What follows belongs to an exercise in optimizing a design on an open flow for small area, a short achievable clock period and few clock cycles per item; a production flow would make more cautious choices.
At most, simulation tests tie the RTL to the original design; equivalence was not proved.
Power and IR-drop figures of this design are not reliable: the tool's default activity estimate is inflated in some of its runs.

==> inputs of 04-08 <==
==> flow/design.v <==
module sha256_core (
    input  wire         clk,
    input  wire         rst,
    input  wire         start,
    input  wire         first,
    input  wire [511:0] block,
    output wire         ready,
    output reg          done,
    output reg  [255:0] digest
);
    reg [5:0]  m;                
    reg [31:0] kc;               
    always @(*) begin
        case (m)
            6'd0:  kc = 32'h428a2f98;  6'd1:  kc = 32'h71374491;
            6'd2:  kc = 32'hb5c0fbcf;  6'd3:  kc = 32'he9b5dba5;
            6'd4:  kc = 32'h3956c25b;  6'd5:  kc = 32'h59f111f1;
            6'd6:  kc = 32'h923f82a4;  6'd7:  kc = 32'hab1c5ed5;
            6'd8:  kc = 32'hd807aa98;  6'd9:  kc = 32'h12835b01;
            6'd10: kc = 32'h243185be;  6'd11: kc = 32'h550c7dc3;
            6'd12: kc = 32'h72be5d74;  6'd13: kc = 32'h80deb1fe;
            6'd14: kc = 32'h9bdc06a7;  6'd15: kc = 32'hc19bf174;
            6'd16: kc = 32'he49b69c1;  6'd17: kc = 32'hefbe4786;
            6'd18: kc = 32'h0fc19dc6;  6'd19: kc = 32'h240ca1cc;
            6'd20: kc = 32'h2de92c6f;  6'd21: kc = 32'h4a7484aa;
            6'd22: kc = 32'h5cb0a9dc;  6'd23: kc = 32'h76f988da;
            6'd24: kc = 32'h983e5152;  6'd25: kc = 32'ha831c66d;
            6'd26: kc = 32'hb00327c8;  6'd27: kc = 32'hbf597fc7;
            6'd28: kc = 32'hc6e00bf3;  6'd29: kc = 32'hd5a79147;
            6'd30: kc = 32'h06ca6351;  6'd31: kc = 32'h14292967;
            6'd32: kc = 32'h27b70a85;  6'd33: kc = 32'h2e1b2138;
            6'd34: kc = 32'h4d2c6dfc;  6'd35: kc = 32'h53380d13;
            6'd36: kc = 32'h650a7354;  6'd37: kc = 32'h766a0abb;
            6'd38: kc = 32'h81c2c92e;  6'd39: kc = 32'h92722c85;
            6'd40: kc = 32'ha2bfe8a1;  6'd41: kc = 32'ha81a664b;
            6'd42: kc = 32'hc24b8b70;  6'd43: kc = 32'hc76c51a3;
            6'd44: kc = 32'hd192e819;  6'd45: kc = 32'hd6990624;
            6'd46: kc = 32'hf40e3585;  6'd47: kc = 32'h106aa070;
            6'd48: kc = 32'h19a4c116;  6'd49: kc = 32'h1e376c08;
            6'd50: kc = 32'h2748774c;  6'd51: kc = 32'h34b0bcb5;
            6'd52: kc = 32'h391c0cb3;  6'd53: kc = 32'h4ed8aa4a;
            6'd54: kc = 32'h5b9cca4f;  6'd55: kc = 32'h682e6ff3;
            6'd56: kc = 32'h748f82ee;  6'd57: kc = 32'h78a5636f;
            6'd58: kc = 32'h84c87814;  6'd59: kc = 32'h8cc70208;
            6'd60: kc = 32'h90befffa;  6'd61: kc = 32'ha4506ceb;
            6'd62: kc = 32'hbef9a3f7;  default: kc = 32'hc67178f2;
        endcase
    end
    localparam [255:0] IV = {32'h6a09e667, 32'hbb67ae85, 32'h3c6ef372, 32'ha54ff53a,
                             32'h510e527f, 32'h9b05688c, 32'h1f83d9ab, 32'h5be0cd19};
    reg         p1, p2;          
    reg         rnd;             
    reg  [5:0]  c;               
    reg         r0, r61, r62, r63, c64, c65;
    reg         rdy;
    reg         use_iv;          
    reg         blk_iv;          
    reg         sh_iv, sh_d2, sh_d3, sh_rg;
    reg         sd_iv3, sd_iv2, sd_a1, sd_a2, sd_a3, sd_rb;
    assign ready = rdy;
    wire accept = start & rdy;
    reg [31:0]  ra, rb, rc;      
    reg [31:0]  re, rf, rg;      
    reg [31:0]  t1;              
    reg [31:0]  hkw;             
    reg [31:0]  dhkw;            
    reg [31:0]  kw;              
    reg [511:0] w;               
    wire [31:0] s1   = {re[5:0], re[31:6]} ^ {re[10:0], re[31:11]} ^ {re[24:0], re[31:25]};
    wire [31:0] ch   = (re & rf) ^ (~re & rg);
    wire [31:0] s0   = {ra[1:0], ra[31:2]} ^ {ra[12:0], ra[31:13]} ^ {ra[21:0], ra[31:22]};
    wire [31:0] maj  = (ra & rb) ^ (ra & rc) ^ (rb & rc);
    wire [31:0] e_nx  = dhkw + s1 + ch;
    wire [31:0] t1_nx = hkw + s1 + ch;
    wire [31:0] a_nx  = t1 + s0 + maj;
    wire [31:0] w0   = w[511:480];
    wire [31:0] w1   = w[479:448];
    wire [31:0] w9   = w[223:192];
    wire [31:0] w14  = w[63:32];
    wire [31:0] ss0  = {w1[6:0], w1[31:7]} ^ {w1[17:0], w1[31:18]} ^ (w1 >> 3);
    wire [31:0] ss1  = {w14[16:0], w14[31:17]} ^ {w14[18:0], w14[31:19]} ^ (w14 >> 10);
    wire [31:0] w_new = ss1 + w9 + ss0 + w0;
    wire [31:0] da0 = digest[255:224], da1 = digest[223:192], da2 = digest[191:160], da3 = digest[159:128];
    wire [31:0] de0 = digest[127:96],  de1 = digest[95:64],   de2 = digest[63:32],   de3 = digest[31:0];
    reg  step_e;                 
    reg  step_a;                 
    wire [31:0] iv_a = ({32{r62}} & IV[159:128]) | ({32{r63}} & IV[191:160]) |
                       ({32{c64}} & IV[223:192]) | ({32{c65}} & IV[255:224]);
    wire [31:0] iv_e = ({32{r61}} & IV[31:0])    | ({32{r62}} & IV[63:32]) |
                       ({32{r63}} & IV[95:64])   | ({32{c64}} & IV[127:96]);
    wire [31:0] sum_a = (blk_iv ? iv_a : da3) + ra;
    wire [31:0] sum_e = (blk_iv ? iv_e : de3) + re;
    wire [127:0] a_nxt = step_a ? {sum_a, da0, da1, da2} : digest[255:128];
    wire [127:0] e_nxt = step_e ? {sum_e, de0, de1, de2} : digest[127:0];
    wire [95:0] ini_e = use_iv ? IV[127:32]  : e_nxt[127:32];
    wire [95:0] ini_a = use_iv ? IV[255:160] : a_nxt[127:32];
    wire [31:0] h_src = ({32{sh_iv}} & IV[31:0]) | ({32{sh_d2}} & de2) |
                        ({32{sh_d3}} & de3)      | ({32{sh_rg}} & rg);
    wire [31:0] d_src = ({32{sd_iv3}} & IV[159:128]) | ({32{sd_iv2}} & IV[191:160]) |
                        ({32{sd_a1}} & da1) | ({32{sd_a2}} & da2) |
                        ({32{sd_a3}} & da3) | ({32{sd_rb}} & rb);
    wire [31:0] hkw_nx  = h_src + kw;
    wire [31:0] dhkw_nx = d_src + h_src + kw;
    wire [31:0] kw_nx   = kc + w0;
    always @(posedge clk) begin
        kw   <= kw_nx;
        hkw  <= hkw_nx;
        dhkw <= dhkw_nx;
        t1   <= t1_nx;
        if (p2) begin
            {re, rf, rg} <= ini_e;
        end else begin
            re <= e_nx;
            rf <= re;
            rg <= rf;
        end
        if (r0) begin
            {ra, rb, rc} <= ini_a;
        end else begin
            ra <= a_nx;
            rb <= ra;
            rc <= rb;
        end
        if (accept)
            w <= block;
        else
            w <= {w[479:0], w_new};
        digest <= {a_nxt, e_nxt};
        if (accept)
            use_iv <= first;
        if (rnd & (c == 6'd60))
            blk_iv <= use_iv;
        m <= accept ? 6'd0 : m + 6'd1;
        sh_iv  <= p1 & use_iv;
        sh_d2  <= p1 & ~use_iv & r63;
        sh_d3  <= p1 & ~use_iv & ~r63;
        sh_rg  <= ~p1;
        sd_iv3 <= p1 & use_iv;
        sd_iv2 <= p2 & use_iv;
        sd_a1  <= (p1 & ~use_iv & r63) | (p2 & ~use_iv & c64);
        sd_a2  <= p2 & ~use_iv & ~c64;
        sd_a3  <= p1 & ~use_iv & ~r63;
        sd_rb  <= ~p1 & ~p2;
        c <= rnd ? c + 6'd1 : 6'd0;
        if (rst) begin
            p1   <= 1'b0;
            p2   <= 1'b0;
            rnd  <= 1'b0;
            r0   <= 1'b0;
            r61  <= 1'b0;
            r62  <= 1'b0;
            r63  <= 1'b0;
            c64  <= 1'b0;
            c65  <= 1'b0;
            done <= 1'b0;
            rdy  <= 1'b1;
            step_e <= 1'b0;
            step_a <= 1'b0;
        end else begin
            p1   <= accept;
            p2   <= p1;
            r0   <= p2;
            rnd  <= p2 | (rnd & ~r63);
            r61  <= rnd & (c == 6'd60);
            r62  <= r61;
            r63  <= r62;
            c64  <= r63;
            c65  <= c64;
            done <= c65;
            step_e <= (rnd & (c == 6'd60)) | r61 | r62 | r63;
            step_a <= r61 | r62 | r63 | c64;
            rdy  <= ~(accept | p1 | ((p2 | (rnd & ~r63)) & ~r61));
        end
    end
endmodule
==> flow/flow/run.sh <==
#!/bin/bash
# The standard layout, with the port buffers made of the smallest buffer cell.
set -euo pipefail
bash standard.sh "BUFFER_PORTS_ARGS=-buffer_cell sky130_fd_sc_hd__buf_1" finish > standard_flow.log 2>&1
==> flow/standard.sh <==
#!/bin/bash
# synth_recipe.tcl (not shown) runs the flow's synth.tcl, then flattens the netlist and writes it again
# the make line also repeats each setting of config.mk as NAME=value (left out here)
make -C /OpenROAD-flow-scripts/flow DESIGN_CONFIG=/design/flow/config.mk WORK_HOME=/design/flow/orfs CLKGATE_MAP_FILE= SYNTH_SCRIPT=/design/flow/synth_recipe.tcl "${@:-finish}"
==> flow/config.mk <==
export PLATFORM = sky130hd
export DESIGN_NAME = sha256_core
export DESIGN_NICKNAME = sha256_core
export VERILOG_FILES = /design/flow/design.v
export SDC_FILE = /design/flow/constraint.sdc
export NUM_CORES = 4
export LEC_CHECK = 0
export CAP_MARGIN = 20
export CORE_MARGIN = 2
export CORE_UTILIZATION = 50
export CTS_BUF_LIST = sky130_fd_sc_hd__clkbuf_8
export CTS_CLUSTER_SIZE = 20
export SETUP_SLACK_MARGIN = 5
export SLEW_MARGIN = 20
==> flow/constraint.sdc <==
create_clock -name core_clock -period 9.0 [get_ports {clk}]
set_input_delay 1.8000 -clock core_clock [delete_from_list [all_inputs] [get_ports {clk}]]
set_output_delay 1.8000 -clock core_clock [all_outputs]
set_load 0.01 [all_outputs]
==> inputs of 12-11, as changes to 04-08 <==
--- a/flow/design.v
+++ b/flow/design.v
@@ -56,6 +56,4 @@
     reg         use_iv;          
     reg         blk_iv;          
-    reg         sh_iv, sh_d2, sh_d3, sh_rg;
-    reg         sd_iv3, sd_iv2, sd_a1, sd_a2, sd_a3, sd_rb;
     assign ready = rdy;
     wire accept = start & rdy;
@@ -66,4 +64,5 @@
     reg [31:0]  dhkw;            
     reg [31:0]  kw;              
+    reg [31:0]  kr;              
     reg [511:0] w;               
     wire [31:0] s1   = {re[5:0], re[31:6]} ^ {re[10:0], re[31:11]} ^ {re[24:0], re[31:25]};
@@ -94,14 +93,15 @@
     wire [127:0] e_nxt = step_e ? {sum_e, de0, de1, de2} : digest[127:0];
     wire [95:0] ini_e = use_iv ? IV[127:32]  : e_nxt[127:32];
+    wire [31:0] ini_h = use_iv ? IV[31:0]    : e_nxt[31:0];
+    wire [31:0] ini_d = use_iv ? IV[159:128] : (c64 ? da1 : da3);
     wire [95:0] ini_a = use_iv ? IV[255:160] : a_nxt[127:32];
-    wire [31:0] h_src = ({32{sh_iv}} & IV[31:0]) | ({32{sh_d2}} & de2) |
-                        ({32{sh_d3}} & de3)      | ({32{sh_rg}} & rg);
-    wire [31:0] d_src = ({32{sd_iv3}} & IV[159:128]) | ({32{sd_iv2}} & IV[191:160]) |
-                        ({32{sd_a1}} & da1) | ({32{sd_a2}} & da2) |
-                        ({32{sd_a3}} & da3) | ({32{sd_rb}} & rb);
+    wire [31:0] ini_c = use_iv ? IV[191:160] : a_nxt[63:32];
+    wire [31:0] h_src   = p2 ? ini_h : rg;
+    wire [31:0] d_src   = p2 ? ini_d : (r0 ? ini_c : rb);
     wire [31:0] hkw_nx  = h_src + kw;
     wire [31:0] dhkw_nx = d_src + h_src + kw;
-    wire [31:0] kw_nx   = kc + w0;
+    wire [31:0] kw_nx   = (p1 ? 32'h428a2f98 : kr) + w0;
     always @(posedge clk) begin
+        kr   <= kc;
         kw   <= kw_nx;
         hkw  <= hkw_nx;
@@ -131,15 +131,5 @@
         if (rnd & (c == 6'd60))
             blk_iv <= use_iv;
-        m <= accept ? 6'd0 : m + 6'd1;
-        sh_iv  <= p1 & use_iv;
-        sh_d2  <= p1 & ~use_iv & r63;
-        sh_d3  <= p1 & ~use_iv & ~r63;
-        sh_rg  <= ~p1;
-        sd_iv3 <= p1 & use_iv;
-        sd_iv2 <= p2 & use_iv;
-        sd_a1  <= (p1 & ~use_iv & r63) | (p2 & ~use_iv & c64);
-        sd_a2  <= p2 & ~use_iv & ~c64;
-        sd_a3  <= p1 & ~use_iv & ~r63;
-        sd_rb  <= ~p1 & ~p2;
+        m <= accept ? 6'd1 : m + 6'd1;
         c <= rnd ? c + 6'd1 : 6'd0;
         if (rst) begin
Settings changed: CORE_UTILIZATION 50 to 30, CTS_BUF_LIST sky130_fd_sc_hd__clkbuf_8 to not set, CTS_CLUSTER_SIZE 20 to not set.
==> inputs of 02-18, as changes to 04-08 <==
==> flow/design.v, changed modules only <==
module sha256_core (
    input  wire         clk,
    input  wire         rst,
    input  wire         start,
    input  wire         first,
    input  wire [511:0] block,
    output wire         ready,
    output reg          done,
    output reg  [255:0] digest
);
    reg [5:0]  m;                
    reg [31:0] kc;               
    always @(*) begin
        case (m)
            6'd0:  kc = 32'h428a2f98;  6'd1:  kc = 32'h71374491;
            6'd2:  kc = 32'hb5c0fbcf;  6'd3:  kc = 32'he9b5dba5;
            6'd4:  kc = 32'h3956c25b;  6'd5:  kc = 32'h59f111f1;
            6'd6:  kc = 32'h923f82a4;  6'd7:  kc = 32'hab1c5ed5;
            6'd8:  kc = 32'hd807aa98;  6'd9:  kc = 32'h12835b01;
            6'd10: kc = 32'h243185be;  6'd11: kc = 32'h550c7dc3;
            6'd12: kc = 32'h72be5d74;  6'd13: kc = 32'h80deb1fe;
            6'd14: kc = 32'h9bdc06a7;  6'd15: kc = 32'hc19bf174;
            6'd16: kc = 32'he49b69c1;  6'd17: kc = 32'hefbe4786;
            6'd18: kc = 32'h0fc19dc6;  6'd19: kc = 32'h240ca1cc;
            6'd20: kc = 32'h2de92c6f;  6'd21: kc = 32'h4a7484aa;
            6'd22: kc = 32'h5cb0a9dc;  6'd23: kc = 32'h76f988da;
            6'd24: kc = 32'h983e5152;  6'd25: kc = 32'ha831c66d;
            6'd26: kc = 32'hb00327c8;  6'd27: kc = 32'hbf597fc7;
            6'd28: kc = 32'hc6e00bf3;  6'd29: kc = 32'hd5a79147;
            6'd30: kc = 32'h06ca6351;  6'd31: kc = 32'h14292967;
            6'd32: kc = 32'h27b70a85;  6'd33: kc = 32'h2e1b2138;
            6'd34: kc = 32'h4d2c6dfc;  6'd35: kc = 32'h53380d13;
            6'd36: kc = 32'h650a7354;  6'd37: kc = 32'h766a0abb;
            6'd38: kc = 32'h81c2c92e;  6'd39: kc = 32'h92722c85;
            6'd40: kc = 32'ha2bfe8a1;  6'd41: kc = 32'ha81a664b;
            6'd42: kc = 32'hc24b8b70;  6'd43: kc = 32'hc76c51a3;
            6'd44: kc = 32'hd192e819;  6'd45: kc = 32'hd6990624;
            6'd46: kc = 32'hf40e3585;  6'd47: kc = 32'h106aa070;
            6'd48: kc = 32'h19a4c116;  6'd49: kc = 32'h1e376c08;
            6'd50: kc = 32'h2748774c;  6'd51: kc = 32'h34b0bcb5;
            6'd52: kc = 32'h391c0cb3;  6'd53: kc = 32'h4ed8aa4a;
            6'd54: kc = 32'h5b9cca4f;  6'd55: kc = 32'h682e6ff3;
            6'd56: kc = 32'h748f82ee;  6'd57: kc = 32'h78a5636f;
            6'd58: kc = 32'h84c87814;  6'd59: kc = 32'h8cc70208;
            6'd60: kc = 32'h90befffa;  6'd61: kc = 32'ha4506ceb;
            6'd62: kc = 32'hbef9a3f7;  default: kc = 32'hc67178f2;
        endcase
    end
    localparam [255:0] IV = {32'h6a09e667, 32'hbb67ae85, 32'h3c6ef372, 32'ha54ff53a,
                             32'h510e527f, 32'h9b05688c, 32'h1f83d9ab, 32'h5be0cd19};
    reg         p1, p2;          
    reg         rnd;             
    reg  [5:0]  c;               
    reg         r0, r61, r62, r63, c64, c65;
    reg         rdy;
    reg         use_iv;          
    reg         blk_iv;          
    reg         sd_iv3, sd_a1, sd_a3, sd_rb;    
    reg         g61, g62, g63, g64, g65;        
    reg         ide, ida;                       
    reg         q_iv, q_sum, q_d0, q_nx;        
    reg         u_iv, u_sum, u_d0, u_nx;        
    assign ready = rdy;
    wire accept = start & rdy;
    reg [31:0]  ra, rb, rc;      
    reg [31:0]  re, rf, rg;      
    reg [31:0]  t1;              
    reg [31:0]  hkw;             
    reg [31:0]  dhkw;            
    reg [31:0]  kw;              
    reg [511:0] w;               
    reg [31:0]  wc;              
    wire [31:0] s1   = {re[5:0], re[31:6]} ^ {re[10:0], re[31:11]} ^ {re[24:0], re[31:25]};
    wire [31:0] ch   = (re & rf) ^ (~re & rg);
    wire [31:0] s0   = {ra[1:0], ra[31:2]} ^ {ra[12:0], ra[31:13]} ^ {ra[21:0], ra[31:22]};
    wire [31:0] maj  = (ra & rb) ^ (ra & rc) ^ (rb & rc);
    wire [31:0] e_nx  = dhkw + s1 + ch;
    wire [31:0] t1_nx = hkw + s1 + ch;
    wire [31:0] a_nx  = t1 + s0 + maj;
    wire [31:0] w0   = w[511:480];
    wire [31:0] w1   = w[479:448];
    wire [31:0] w9   = w[223:192];
    wire [31:0] w14  = w[63:32];
    wire [31:0] ss0  = {w1[6:0], w1[31:7]} ^ {w1[17:0], w1[31:18]} ^ (w1 >> 3);
    wire [31:0] ss1  = {w14[16:0], w14[31:17]} ^ {w14[18:0], w14[31:19]} ^ (w14 >> 10);
    wire [31:0] q_s  = ss1 ^ w9 ^ ss0;
    wire [31:0] q_c  = {(ss1[30:0] & w9[30:0]) | (ss1[30:0] & ss0[30:0]) | (w9[30:0] & ss0[30:0]), 1'b0};
    wire [31:0] n_s  = q_s ^ q_c ^ w0;
    wire [31:0] n_c  = {(q_s[30:0] & q_c[30:0]) | (q_s[30:0] & w0[30:0]) | (q_c[30:0] & w0[30:0]), 1'b0};
    wire [31:0] w15  = w[31:0] + wc;
    wire [31:0] da0 = digest[255:224], da1 = digest[223:192], da2 = digest[191:160], da3 = digest[159:128];
    wire [31:0] de0 = digest[127:96],  de1 = digest[95:64],   de2 = digest[63:32],   de3 = digest[31:0];
    reg  step_e;                 
    reg  step_a;                 
    wire [31:0] h_a = ({32{g62}} & IV[159:128]) | ({32{g63}} & IV[191:160]) |
                      ({32{g64}} & IV[223:192]) | ({32{g65}} & IV[255:224]) |
                      ({32{ida}} & da3);
    wire [31:0] h_e = ({32{g61}} & IV[31:0])    | ({32{g62}} & IV[63:32]) |
                      ({32{g63}} & IV[95:64])   | ({32{g64}} & IV[127:96]) |
                      ({32{ide}} & de3);
    wire [31:0] sum_a = h_a + ra;
    wire [31:0] sum_e = h_e + re;
    wire [127:0] a_nxt = step_a ? {sum_a, da0, da1, da2} : digest[255:128];
    wire [127:0] e_nxt = step_e ? {sum_e, de0, de1, de2} : digest[127:0];
    wire [95:0] ini_e = use_iv ? IV[127:32]  : e_nxt[127:32];
    wire [95:0] ini_a = use_iv ? IV[255:160] : a_nxt[127:32];
    wire [31:0] ini_c2 = use_iv ? IV[191:160] : (c64 ? da0 : da2);      
    wire [31:0] ini_g7 = use_iv ? IV[31:0]    : (r63 ? de1 : de3);      
    wire [31:0] d_src = ({32{sd_iv3}} & IV[159:128]) | ({32{sd_a1}} & da1) |
                        ({32{sd_a3}} & da3)          | ({32{sd_rb}} & rb);
    wire [31:0] hkw_nx  = rg + kw;
    wire [31:0] dhkw_nx = d_src + rg + kw;
    wire [31:0] kw_nx   = (p1 ? 32'h428a2f98 : kc) + w0;      
    always @(posedge clk) begin
        kw   <= kw_nx;
        hkw  <= hkw_nx;
        dhkw <= dhkw_nx;
        t1   <= t1_nx;
        re <= ({32{q_iv}} & IV[127:96]) | ({32{q_sum}} & sum_e) |
              ({32{q_d0}} & de0)        | ({32{q_nx}} & e_nx);
        rf <= p2 ? ini_e[63:32] : re;
        rg <= p2 ? ini_e[31:0] : (p1 ? ini_g7 : rf);
        ra <= ({32{u_iv}} & IV[255:224]) | ({32{u_sum}} & sum_a) |
              ({32{u_d0}} & da0)         | ({32{u_nx}} & a_nx);
        rb <= r0 ? ini_a[63:32] : (p2 ? ini_c2 : ra);
        rc <= r0 ? ini_a[31:0] : rb;
        if (rdy) begin
            w  <= block;
            wc <= 32'd0;
        end else begin
            w  <= {w[479:32], w15, n_s};
            wc <= n_c;
        end
        digest <= {a_nxt, e_nxt};
        if (accept)
            use_iv <= first;
        if (rnd & (c == 6'd60))
            blk_iv <= use_iv;
        m <= p1 ? 6'd1 : m + 6'd1;
        sd_iv3 <= p1 & use_iv;
        sd_a1  <= p1 & ~use_iv & r63;
        sd_a3  <= p1 & ~use_iv & ~r63;
        sd_rb  <= ~p1;
        g61    <= rnd & (c == 6'd60) & use_iv;
        g62    <= r61 & blk_iv;
        g63    <= r62 & blk_iv;
        g64    <= r63 & blk_iv;
        g65    <= c64 & blk_iv;
        ide    <= ~((rnd & (c == 6'd60) & use_iv) | ((r61 | r62 | r63) & blk_iv));
        ida    <= ~((r61 | r62 | r63 | c64) & blk_iv);
        q_iv   <= p1 & use_iv;
        q_sum  <= p1 & ~use_iv & r63;
        q_d0   <= p1 & ~use_iv & ~r63;
        q_nx   <= ~p1;
        u_iv   <= p2 & use_iv;
        u_sum  <= p2 & ~use_iv & c64;
        u_d0   <= p2 & ~use_iv & ~c64;
        u_nx   <= ~p2;
        c <= rnd ? c + 6'd1 : 6'd0;
        if (rst) begin
            p1   <= 1'b0;
            p2   <= 1'b0;
            rnd  <= 1'b0;
            r0   <= 1'b0;
            r61  <= 1'b0;
            r62  <= 1'b0;
            r63  <= 1'b0;
            c64  <= 1'b0;
            c65  <= 1'b0;
            done <= 1'b0;
            rdy  <= 1'b1;
            step_e <= 1'b0;
            step_a <= 1'b0;
        end else begin
            p1   <= accept;
            p2   <= p1;
            r0   <= p2;
            rnd  <= p2 | (rnd & ~r63);
            r61  <= rnd & (c == 6'd60);
            r62  <= r61;
            r63  <= r62;
            c64  <= r63;
            c65  <= c64;
            done <= c65;
            step_e <= (rnd & (c == 6'd60)) | r61 | r62 | r63;
            step_a <= r61 | r62 | r63 | c64;
            rdy  <= ~(accept | p1 | ((p2 | (rnd & ~r63)) & ~r61));
        end
    end
endmodule
==> flow/flow/run.sh (replaced) <==
#!/bin/bash
# The standard layout, with the port buffers made of the smallest buffer
# cell and a clock tree without dummy loads.
set -euo pipefail
bash standard.sh "BUFFER_PORTS_ARGS=-buffer_cell sky130_fd_sc_hd__buf_1" \
  "CTS_ARGS=-sink_clustering_enable -repair_clock_nets -dont_use_dummy_load -sink_clustering_size 20 -buf_list sky130_fd_sc_hd__clkbuf_8" \
  finish > standard_flow.log 2>&1
Settings changed: PLACE_DENSITY set to 0.75.
==> comparison <==
- Of 02-18 and 12-11, 12-11 has the higher critical path depth (gap 2).
- Against 04-08, the area after synthesis of 02-18 is higher by 1.2%.
- Utilization, lowest first: 12-11, 02-18, 04-08.
- The highest setup slack belongs to 02-18, the lowest to 12-11.
- In 02-18 the register-to-register slack is better than in 12-11, by 0.48 ns.
- The lowest fmax belongs to 12-11, the highest to 02-18.
- The lowest final cell count belongs to 02-18, the highest to 12-11.
- Against 12-11, the first-iteration DRC count of 04-08 is larger by 1.0%.
==> figures <==
Result of the run: 12-11 finished clean; 04-08 finished clean; 02-18 finished clean
Beginning of the worst register-to-register path: 12-11 use_iv$_DFFE_PP_; 04-08 w[462]$_DFF_P_; 02-18 re[7]$_DFF_P_
Syn Nets: 12-11 8144; 04-08 8161; 02-18 7089
Initial standard-cell utilization of the core: 12-11 0.3015; 04-08 0.5034; 02-18 0.5024
Worst Hold End: 12-11 w[310]$_DFF_P_; 04-08 w[453]$_DFF_P_; 02-18 w[460]$_DFF_P_
Worst setup path endpoint: 12-11 dhkw[31]$_DFF_P_; 04-08 w[30]$_DFF_P_; 02-18 re[31]$_DFF_P_
Hold path depth: 12-11 2; 04-08 2; 02-18 1
Portion of netlist area occupied by mux cells: 12-11 0.05160; 04-08 0.04012; 02-18 0.1233
Minimum setup slack after placement: 12-11 3.464 ns; 04-08 3.263 ns; 02-18 3.926 ns
Area fraction of the dominant cell type after synthesis: 12-11 0.3657; 04-08 0.3563; 02-18 0.3435
Horizontal extent of the die: 12-11 454.7 µm; 04-08 353.8 µm; 02-18 356.0 µm
Placer Congestion: 12-11 1.050; 04-08 0.9960; 02-18 1.030
Max frequency: 12-11 220.0 MHz; 04-08 241.1 MHz; 02-18 246.2 MHz
Worst path required time: 12-11 9.67 ns; 04-08 9.78 ns; 02-18 9.77 ns
Number of antenna violations at the first check in global routing: 12-11 31; 04-08 17; 02-18 36
Final Instance Count excl. Fillers: 12-11 10700; 04-08 9759; 02-18 8508
Global-route wire length before repair: 12-11 378500 µm; 04-08 345200 µm; 02-18 348400 µm
Testbench counts of 04-08, summed over its fixed seeds: cycles 83,232, items 1,280.
Testbench counts of 02-18, summed over its fixed seeds: cycles 83,232, items 1,280.
No functional check of the RTL was part of 12-11.

-- re-timing with driven ports --
The results above use ideal ports. As a check the final layouts listed here were re-extracted and re-timed, cells and wires unchanged.
Step 1, drivers: a clkbuf_16 drives clk and a buf_2 each remaining input, both assumed.
Step 2 moves the port delays by t, midway between the first and last clock arrival at a register: inputs arrive t later, outputs are due t later. That takes back most of the time a late clock gives input paths.
a / b / c = ideal ports / drivers / drivers and shift; a / b = the first two.
| run | shift t [ns] | slack for setup (ns) | clock arrival spread, ns | worst slew at a driven data input, ns |
|---|---|---|---|---|
| 04-08 | 0.985 | 4.852 / 4.852 / 4.133 | 0.048 / 0.048 | 0.16 |
| 12-11 | 0.860 | 4.454 / 4.454 / 4.454 | 0.074 / 0.074 | 0.17 |
| 02-18 | 0.941 | 4.938 / 4.938 / 4.938 | 0.164 / 0.164 | 0.14 |
After both steps every run listed still meets setup and hold. For 04-08, which loses most, drivers alone change the setup slack by 0.000 ns; drivers and shift together by -0.719 ns.
